This design comes from an exercise in tuning for small area on the open sky130 flow, not from production work. Only simulation tests tie the RTL to the original design; equivalence was not proved. Power and IR drop assume default switching activity.

**flow/config.mk**
```make
export PLATFORM = sky130hd
export DESIGN_NAME = pico_i2c_slave
export DESIGN_NICKNAME = pico_i2c_slave
export VERILOG_FILES = /design/flow/design.v
export SDC_FILE = /design/flow/constraint.sdc
export NUM_CORES = 4
export LEC_CHECK = 0
export CAP_MARGIN = 20
export CORE_MARGIN = 2
export CORE_UTILIZATION = 40
export SLEW_MARGIN = 20
```
**flow/constraint.sdc**
```tcl
create_clock -name core_clock -period 10.0 [get_ports {clk}]
set_input_delay 2.0000 -clock core_clock [delete_from_list [all_inputs] [get_ports {clk}]]
set_output_delay 2.0000 -clock core_clock [all_outputs]
set_load 0.01 [all_outputs]
```
**flow/design.v**
```verilog
module pico_mode_table (
    input  wire [7:0]  mode_byte,
    output reg  [95:0] payload,
    output reg  [7:0]  mode_id
);
    always @* begin
        case (mode_byte)
            8'h03: begin    
                payload = {8'h31, 8'h30, 8'h30, 8'h30, 8'h20, 8'h64,
                           8'h61, 8'h72, 8'h64, 8'h6E, 8'h61, 8'h48};
                mode_id = 8'd3;
            end
            8'h04: begin    
                payload = {8'h00, 8'h00, 8'h00, 8'h00, 8'hD8, 8'hBE,
                           8'hB1, 8'hE9, 8'h2A, 8'hE8, 8'h59, 8'h3B};
                mode_id = 8'd4;
            end
            8'h05: begin    
                payload = {8'h38, 8'h37, 8'h36, 8'h35, 8'h34, 8'h33,
                           8'h32, 8'h31, 8'h44, 8'h43, 8'h42, 8'h41};
                mode_id = 8'd5;
            end
            default: begin  
                payload = {8'h00, 8'h00, 8'h00, 8'h00, 8'h00, 8'h00,
                           8'h00, 8'h00, 8'h00, 8'h00, 8'hFF, 8'hFF};
                mode_id = 8'd1;
            end
        endcase
    end
endmodule
module pico_frame_codec (
    input  wire [95:0]  payload,
    input  wire [7:0]   mode_echo,
    input  wire [7:0]   frame_seq,
    output wire [119:0] reply
);
    wire [111:0] body = {frame_seq, mode_echo, payload};
    reg [7:0] acc;
    integer i;
    always @* begin
        acc = 8'h00;
        for (i = 0; i < 14; i = i + 1)
            acc = (acc ^ body[8*i +: 8]) + 8'd1;
    end
    assign reply = {acc, body};
endmodule
module pico_tracker (
    input  wire       clk,
    input  wire       rst,
    input  wire       ev_start,
    input  wire       ev_stop,
    input  wire       ev_rx,
    input  wire [7:0] rx_data,
    input  wire       rx_first,
    input  wire       ev_req,
    output reg  [7:0] tx_byte,
    output reg        rx_ovf,
    output reg        tx_ovf,
    output reg  [1:0] diag_code
);
    localparam REQ_LEN   = 9;
    localparam REPLY_LEN = 15;
    localparam [7:0] TX_OVERFLOW_BYTE = 8'hFF;
    reg [7:0]   req [0:REQ_LEN-1];
    reg [119:0] rep;
    reg [3:0]   rx_head;
    reg [3:0]   tx_head;
    reg [7:0]   frame_seq;
    wire [95:0]  payload;
    wire [7:0]   mode_id;
    wire [119:0] reply;
    pico_mode_table u_table (
        .mode_byte (req[0]),
        .payload   (payload),
        .mode_id   (mode_id)
    );
    pico_frame_codec u_codec (
        .payload   (payload),
        .mode_echo (mode_id),
        .frame_seq (frame_seq),
        .reply     (reply)
    );
    wire [3:0] rx_pos = rx_first ? 4'd0 : rx_head;
    always @* begin
        if (tx_head == REPLY_LEN)
            tx_byte = TX_OVERFLOW_BYTE;
        else
            tx_byte = rep[8*tx_head +: 8];
    end
    integer k;
    always @(posedge clk) begin
        if (rst) begin
            for (k = 0; k < REQ_LEN; k = k + 1)
                req[k] <= 8'h00;
            rep       <= 120'd0;
            rx_head   <= 4'd0;
            tx_head   <= 4'd0;
            frame_seq <= 8'd0;
            rx_ovf    <= 1'b0;
            tx_ovf    <= 1'b0;
            diag_code <= 2'd0;
        end else begin
            diag_code <= 2'd0;
            if (ev_start || ev_stop) begin
                rx_head <= 4'd0;
                tx_head <= 4'd0;
            end else if (ev_rx) begin
                if (rx_pos == REQ_LEN) begin
                    rx_head   <= 4'd0;
                    rx_ovf    <= 1'b1;
                    diag_code <= 2'd1;
                end else begin
                    req[rx_pos] <= rx_data;
                    rx_head     <= rx_pos + 4'd1;
                    if (rx_pos == REQ_LEN - 1) begin
                        rep       <= reply;
                        frame_seq <= frame_seq + 8'd1;
                    end
                end
            end else if (ev_req) begin
                if (tx_head == REPLY_LEN) begin
                    tx_head   <= 4'd0;
                    tx_ovf    <= 1'b1;
                    diag_code <= 2'd2;
                end else begin
                    tx_head <= tx_head + 4'd1;
                end
            end
        end
    end
endmodule
module pico_i2c_slave (
    input  wire       clk,
    input  wire       rst,
    input  wire       scl_i,
    input  wire       sda_i,
    output wire       sda_o,
    output wire       rx_ovf,
    output wire       tx_ovf,
    output wire [1:0] diag_code
);
    localparam [6:0] SLAVE_ADDR = 7'b0000100;
    localparam [2:0] BE_IDLE = 3'd0,
                     BE_ADDR = 3'd1,
                     BE_RX   = 3'd2,
                     BE_TX   = 3'd3,
                     BE_WAIT = 3'd4;
    reg [2:0] be;
    reg [3:0] bitcnt;
    reg [7:0] sr;
    reg       rw;
    reg       first_pending;
    reg       nack;
    reg       scl_q, sda_q;
    reg       sda_out;
    wire scl = scl_i;
    wire sda = sda_i & sda_out;
    wire lc_start = scl_q & scl &  sda_q & ~sda;
    wire lc_stop  = scl_q & scl & ~sda_q &  sda;
    wire lc_rise  = ~scl_q & scl & (sda_q == sda);
    wire lc_fall  = scl_q & ~scl & (sda_q == sda);
    wire addr_hit  = (sr[7:1] == SLAVE_ADDR);
    wire fetch_adr = lc_fall && be == BE_ADDR && bitcnt == 4'd9 && rw;
    wire fetch_ack = lc_fall && be == BE_TX   && bitcnt == 4'd9 && !nack;
    wire ev_req    = fetch_adr | fetch_ack;
    wire ev_rx     = lc_fall && be == BE_RX && bitcnt == 4'd8;
    wire [7:0] tx_byte;
    pico_tracker u_tracker (
        .clk       (clk),
        .rst       (rst),
        .ev_start  (lc_start),
        .ev_stop   (lc_stop),
        .ev_rx     (ev_rx),
        .rx_data   (sr),
        .rx_first  (first_pending),
        .ev_req    (ev_req),
        .tx_byte   (tx_byte),
        .rx_ovf    (rx_ovf),
        .tx_ovf    (tx_ovf),
        .diag_code (diag_code)
    );
    assign sda_o = sda_out;
    always @(posedge clk) begin
        if (rst) begin
            be            <= BE_IDLE;
            bitcnt        <= 4'd0;
            sr            <= 8'h00;
            rw            <= 1'b0;
            first_pending <= 1'b0;
            nack          <= 1'b0;
            scl_q         <= 1'b1;
            sda_q         <= 1'b1;
            sda_out       <= 1'b1;
        end else begin
            scl_q <= scl;
            sda_q <= sda;
            if (lc_start || lc_stop) begin
                be            <= lc_start ? BE_ADDR : BE_IDLE;
                bitcnt        <= 4'd0;
                    first_pending <= 1'b0;
                sda_out       <= 1'b1;
            end else if (lc_rise) begin
                case (be)
                    BE_ADDR, BE_RX: begin
                        if (bitcnt <= 4'd7) begin
                            sr     <= {sr[6:0], sda};
                            bitcnt <= bitcnt + 4'd1;
                        end else if (bitcnt == 4'd8) begin
                            bitcnt <= 4'd9;
                        end
                    end
                    BE_TX: begin
                        if (bitcnt <= 4'd7) begin
                            bitcnt <= bitcnt + 4'd1;
                        end else if (bitcnt == 4'd8) begin
                            nack   <= sda;
                            bitcnt <= 4'd9;
                        end
                    end
                    default: ;
                endcase
            end else if (lc_fall) begin
                case (be)
                    BE_ADDR: begin
                        if (bitcnt == 4'd8) begin
                            if (addr_hit) begin
                                rw            <= sr[0];
                                first_pending <= ~sr[0];
                                sda_out       <= 1'b0;
                            end else begin
                                be <= BE_WAIT;
                            end
                        end else if (bitcnt == 4'd9) begin
                            bitcnt <= 4'd0;
                            if (!rw) begin
                                be      <= BE_RX;
                                sda_out <= 1'b1;
                            end else begin
                                be      <= BE_TX;
                                sr      <= tx_byte;
                                sda_out <= tx_byte[7];
                            end
                        end
                    end
                    BE_RX: begin
                        if (bitcnt == 4'd8) begin
                            first_pending <= 1'b0;
                            sda_out       <= 1'b0;
                        end else if (bitcnt == 4'd9) begin
                            sda_out <= 1'b1;
                            bitcnt  <= 4'd0;
                        end
                    end
                    BE_TX: begin
                        if (bitcnt >= 4'd1 && bitcnt <= 4'd7) begin
                            sda_out <= sr[3'd7 - bitcnt[2:0]];
                        end else if (bitcnt == 4'd8) begin
                            sda_out <= 1'b1;
                        end else if (bitcnt == 4'd9) begin
                            bitcnt <= 4'd0;
                            if (!nack) begin
                                sr      <= tx_byte;
                                sda_out <= tx_byte[7];
                            end else begin
                                be      <= BE_WAIT;
                                sda_out <= 1'b1;
                            end
                        end
                    end
                    default: ;
                endcase
            end
        end
    end
endmodule
```
**flow/run.sh**
```bash
#!/bin/bash
# synth_recipe.tcl (not shown) runs the flow's synth.tcl, then flattens the netlist and writes it again
# the make line also repeats each setting of config.mk as NAME=value (left out here)
make -C /OpenROAD-flow-scripts/flow DESIGN_CONFIG=/design/flow/config.mk WORK_HOME=/design/flow/orfs CLKGATE_MAP_FILE= SYNTH_SCRIPT=/design/flow/synth_recipe.tcl finish
```
==> results.txt <==
The number of failing setup endpoints in the final timing report is 0. The data required time of the critical path came out at 10220 ps. The synthesized instance count came out at 762.

For the pin with the worst max-slew slack, the measured transition is 1050 ps. The cell that appears most often on the critical path is sky130_fd_sc_hd__ha_1. The total power of the final layout came out at 697 uW. The main flop type after synthesis is sky130_fd_sc_hd__dfxtp_1. For the worst flop-to-flop path, the logic depth is 32. In this run the static leakage power is 0.00220 uW. Timing analysis after detailed placement gives a worst setup slack of 1290 ps. The area of the core region is 0.0146 mm^2.

In this run the number of cells on the critical path is 32. The detail-routed via count per cell is 5.83. The largest individual stage delay along the critical path comes from the cell sky130_fd_sc_hd__or4_1. The maximum operating frequency came out at 0.113 GHz. The first global-routing pass estimated 25000 um of wire. Once the clock tree was built, the setup fixing pass inserted 0 buffers. The pin count of the biggest net entering global routing came out at 52. The count of yosys warnings during synthesis came out at 4. The number of DRC markers after the initial detailed-route iteration came out at 363.

The capture instance of the worst register-to-register path is u_tracker.rep[119]$_SDFFE_PP0P_. Across all hold checks on the routed design, the worst slack comes to 456 ps. Yosys mapped the design onto 77 distinct sky130hd cell types. Measured along the y axis, the die boundary spans 127 um.

The synthesis-to-finish area growth is 7.93%. The total negative slack for setup checks came out at 0 ps. The synthesized design contains 8 enable-type register cells. The area used by multi-input combinational logic came out at 0.00410 mm^2. Data on the critical path arrives at its endpoint at 9040 ps. The critical path startpoint category is a register. The CTS tree is yes. The average routed wire per standard cell came out at 16.0 um. The quantity of gates resized following cts came out at 0. The hold violation total from the final report is 0.

The quantity of I/O buffers inserted on ports is 8. The largest fanout on the critical path is 11. The total routing resource utilization after global routing came out at 0.187. The number of antenna violations at the first check in global routing came to 0. The top-level I/O count came out at 9. The worst stage delay on the critical path is 670 ps. The source-to-sink clock delay at the later pin of the worst-skew pair is 340 ps. By area the synthesized netlist is led by sky130_fd_sc_hd__dfxtp_1 24%, sky130_fd_sc_hd__xnor2_1 6.3%, sky130_fd_sc_hd__a21oi_1 5.7%.

The sequential share of the synthesized area came out at 0.279. Setup repair after global routing left no endpoint under its margin. The die covers 0.0161 mm^2.

For this design the ratio of total power to cell area is 107 mW/mm^2. The share of flip-flops with an asynchronous set or reset after synthesis came out at 0. The number of antenna repair diodes is 0. The number of nets in the final layout is 771. The weighted congestion at the end of routability-driven global placement is 0.910.

The buffer and inverter count on the worst path is 2. The post-layout instance area is 0.00650 mm^2. The final layout contains routed wiring with a total length of 14900 um. The launch point of the worst reg-to-reg path is u_tracker.req[0][4]$_SDFFCE_PN0P_. The clock skew after layout is 10.9 ps. The tree is rooted in a sky130_fd_sc_hd__clkbuf_16. The initial core utilization is 0.411. After synthesis the cells add up to 0.00603 mm^2. The number of max-cap violations is 0. The via count of the first global-routing pass came to 5005. The detailed placement HPWL came out at 10800 um. The buffer depth of the longest clock path came out at 2. The final global-route overflow total is 0.

The post-synthesis sequential element count came out at 80. The number of fill cells is 1467. The largest total area in the synthesized netlist belongs to sky130_fd_sc_hd__dfxtp_1. The worst hold path begins at u_tracker.rep[109]$_SDFFE_PP0P_.

STA classifies the critical path endpoint as a register. The maximum ir drop on the vdd rail is 0.0000793 V. The min-delay analysis places its worst path in the category register to register. The shortest period the worst path allows came out at 8810 ps. Broken down by cell family, the worst path's largest delay share belongs to adder cells. The portion of the clock cycle consumed by the worst path in the final layout came out at 0.881. The most critical setup path has its startpoint at u_tracker.req[0][4]$_SDFFCE_PN0P_. The total iterations of the first detailed-routing run is 5. The worst reg-to-reg setup slack came out at 1190 ps.

The number of buffers created by CTS is 9. The number of rows in the core area is 44. The portion of synthesized cell area occupied by the leading cell type came out at 0.239. The register area is 0.00168 mm^2. The H-tree depth came out at 3. The chip width came out at 127 um. The vias after detailed routing came out at 5442.

The minimum setup slack in the final design is 1190 ps. The hold buffer count at cts came out at 0. The max-slew violation count was 0. The clock input transition at the sequential cells of the worst setup and hold paths came out at 70 ps.

The worst-case headroom to the max-slew limit came out at 0.299. The number of nets with antenna violations after detailed routing came out at 0. The number of clock sinks is 80. After synthesis, the mean cell area works out to 7.91 um^2. The area after detailed placement is 0.00622 mm^2.

Synthesis produced a netlist with a net count of 788. Of the cells placed in the final design, the portion with a size suffix greater than 1 is 0.0720. The worst setup path endpoint is u_tracker.rep[119]$_SDFFE_PP0P_. By startpoint and endpoint, the worst setup path is classified as register to register. After detailed routing, the number of remaining DRC violations is 0. The flow ran to the end and the layout has no timing, DRC or antenna violations.
[worst register-to-register path: cells and delay by family (launching register included)]
family / cells / cell delay, ps
AO/OA/AOI/OAI: 5 / 1150
XOR/XNOR: 8 / 1380
adder cells (fa/ha/maj): 10 / 3160
buffers and inverters: 2 / 270
flip-flops: 1 / 390
multiplexers: 1 / 310
AND/OR/NAND/NOR: 6 / 2040
[power breakdown]
| group | switching [uW] | total (uW) | internal [uW] |
|---|---|---|---|
| logic | 33.8 | 55.7 | 21.9 |
| registers | 4.24 | 330 | 326 |
| clock network | 135 | 311 | 176 |
| total | 173 | 697 | 524 |
[flip-flops by register name (all words and copies together), names as in the netlist]
| signal | count |
|---|---|
| be | 3 |
| bitcnt | 4 |
| first_pending | 1 |
| nack | 1 |
| rw | 1 |
| scl_q | 1 |
| sda_out | 1 |
| sda_q | 1 |
| sr | 8 |
| u_tracker.diag_code | 2 |
| u_tracker.frame_seq | 8 |
| u_tracker.rep | 31 |
| u_tracker.req | 8 |
| u_tracker.rx_head | 4 |
| u_tracker.rx_ovf | 1 |
| u_tracker.tx_head | 4 |
| u_tracker.tx_ovf | 1 |
[Yosys cell counts (all sizes together) (3+ instances only)]
master,count
and3b,3
nand2b,9
and2,14
nor4,3
o21ai,41
nand2,83
o2111ai,3
a22oi,7
o31ai,3
o21a,3
inv,22
a311oi,3
clkbuf,39
nor3b,4
dfxtp,72
nor2,80
nand3,20
and3,4
or4,5
nand4,14
o221ai,4
nand4b,3
a31oi,6
nor2b,19
mux4,6
ha,22
a21oi,69
buf,4
mux2,9
a21o,4
nand3b,8
edfxtp,8
or3,10
a211oi,11
nor3,19
mux2i,16
o211ai,8
xor2,18
a311o,5
xnor2,45
[worst min path at each step]
stage,to,slack (ps),cells after the start
floorplan,u_tracker.rep[116]$_SDFFE_PP0P_,430,2
global placement,u_tracker.rx_ovf$_SDFFE_PP0P_,440,1
detailed placement,u_tracker.rx_ovf$_SDFFE_PP0P_,450,1
CTS,u_tracker.rep[108]$_SDFFE_PP0P_,460,2
global route,u_tracker.rep[108]$_SDFFE_PP0P_,470,2
finish,u_tracker.rep[109]$_SDFFE_PP0P_,460,2
[through the flow]
| stage | std cells | utilization |
|---|---|---|
| 2_1_floorplan | 762 | - |
| 3_3_place_gp | 918 | 0.425 |
| 3_5_place_dp | 918 | 0.425 |
| 4_1_cts | 934 | 0.444 |
| 5_1_grt | 934 | 0.444 |
| 6_report | 934 | 0.444 |
[layer usage]
metal | up-vias | GRT usage | share of wire
li1 | 2703 | - | -
met4 | 0 | 0.0543 | 0.017
met2 | 120 | 0.292 | 0.45
met1 | 2601 | 0.270 | 0.50
met5 | - | 0 | 0
met3 | 18 | 0.0274 | 0.035
[logic make-up after synthesis]
| kind of cell | after synthesis | synth area share |
|---|---|---|
| buffers and inverters | 66 | 0.0419 |
| xor gates and xnor gates | 66 | 0.107 |
| AOI/OAI and AO/OA | 190 | 0.205 |
| DFF | 80 | 0.279 |
| and+or+nand+nor | 307 | 0.255 |
| adders and majority gates | 22 | 0.0457 |
| muxes | 31 | 0.0658 |
[cells in the final DEF (no fill, tap or decap), types with 16 or more instances in the layout]
master and instances:
sky130_fd_sc_hd__nand3_1 20, sky130_fd_sc_hd__dfxtp_1 72, sky130_fd_sc_hd__nor2b_1 19, sky130_fd_sc_hd__inv_1 20, sky130_fd_sc_hd__nand2_1 83, sky130_fd_sc_hd__ha_1 22
sky130_fd_sc_hd__a21oi_1 69, sky130_fd_sc_hd__xnor2_1 43, sky130_fd_sc_hd__nor2_1 78, sky130_fd_sc_hd__mux2i_1 16, sky130_fd_sc_hd__nor3_1 18, sky130_fd_sc_hd__xor2_1 18
sky130_fd_sc_hd__o21ai_0 38
[cell type report]
type / instances / area share
Multi-Input combinational cell: 616 / 0.630
Timing Repair Buffer: 15 / 0.0196
Inverter: 23 / 0.0137
Clock buffer: 10 / 0.0367
Tap cell: 184 / 0.0354
Sequential cell: 80 / 0.259
Clock inverter: 6 / 0.00635

what the ideal ports hide:
The results above use ideal ports. As a check the final layout listed here was re-extracted and re-timed, cells and wires unchanged. Step 1 sets driving cells, clkbuf_16 on the clock port and buf_2 on the other inputs (assumed; they add their load-dependent delay and slew). Step 2 also shifts input and output timing later by t, the mid clock arrival at the registers, as if the neighbouring blocks saw the same clock. Three values: ideal ports, drivers, drivers and shift; two values: the first two.
t, ns: 0.371
slack for setup (ns): 1.185 / 1.185 / 1.185
hold slack, ns: 0.456 / 0.456 / 0.456
worst setup path after step 2: register to register
After both steps this run still meets setup and hold. For this run, drivers alone change the setup slack by 0.000 ns; drivers and shift together by 0.000 ns.
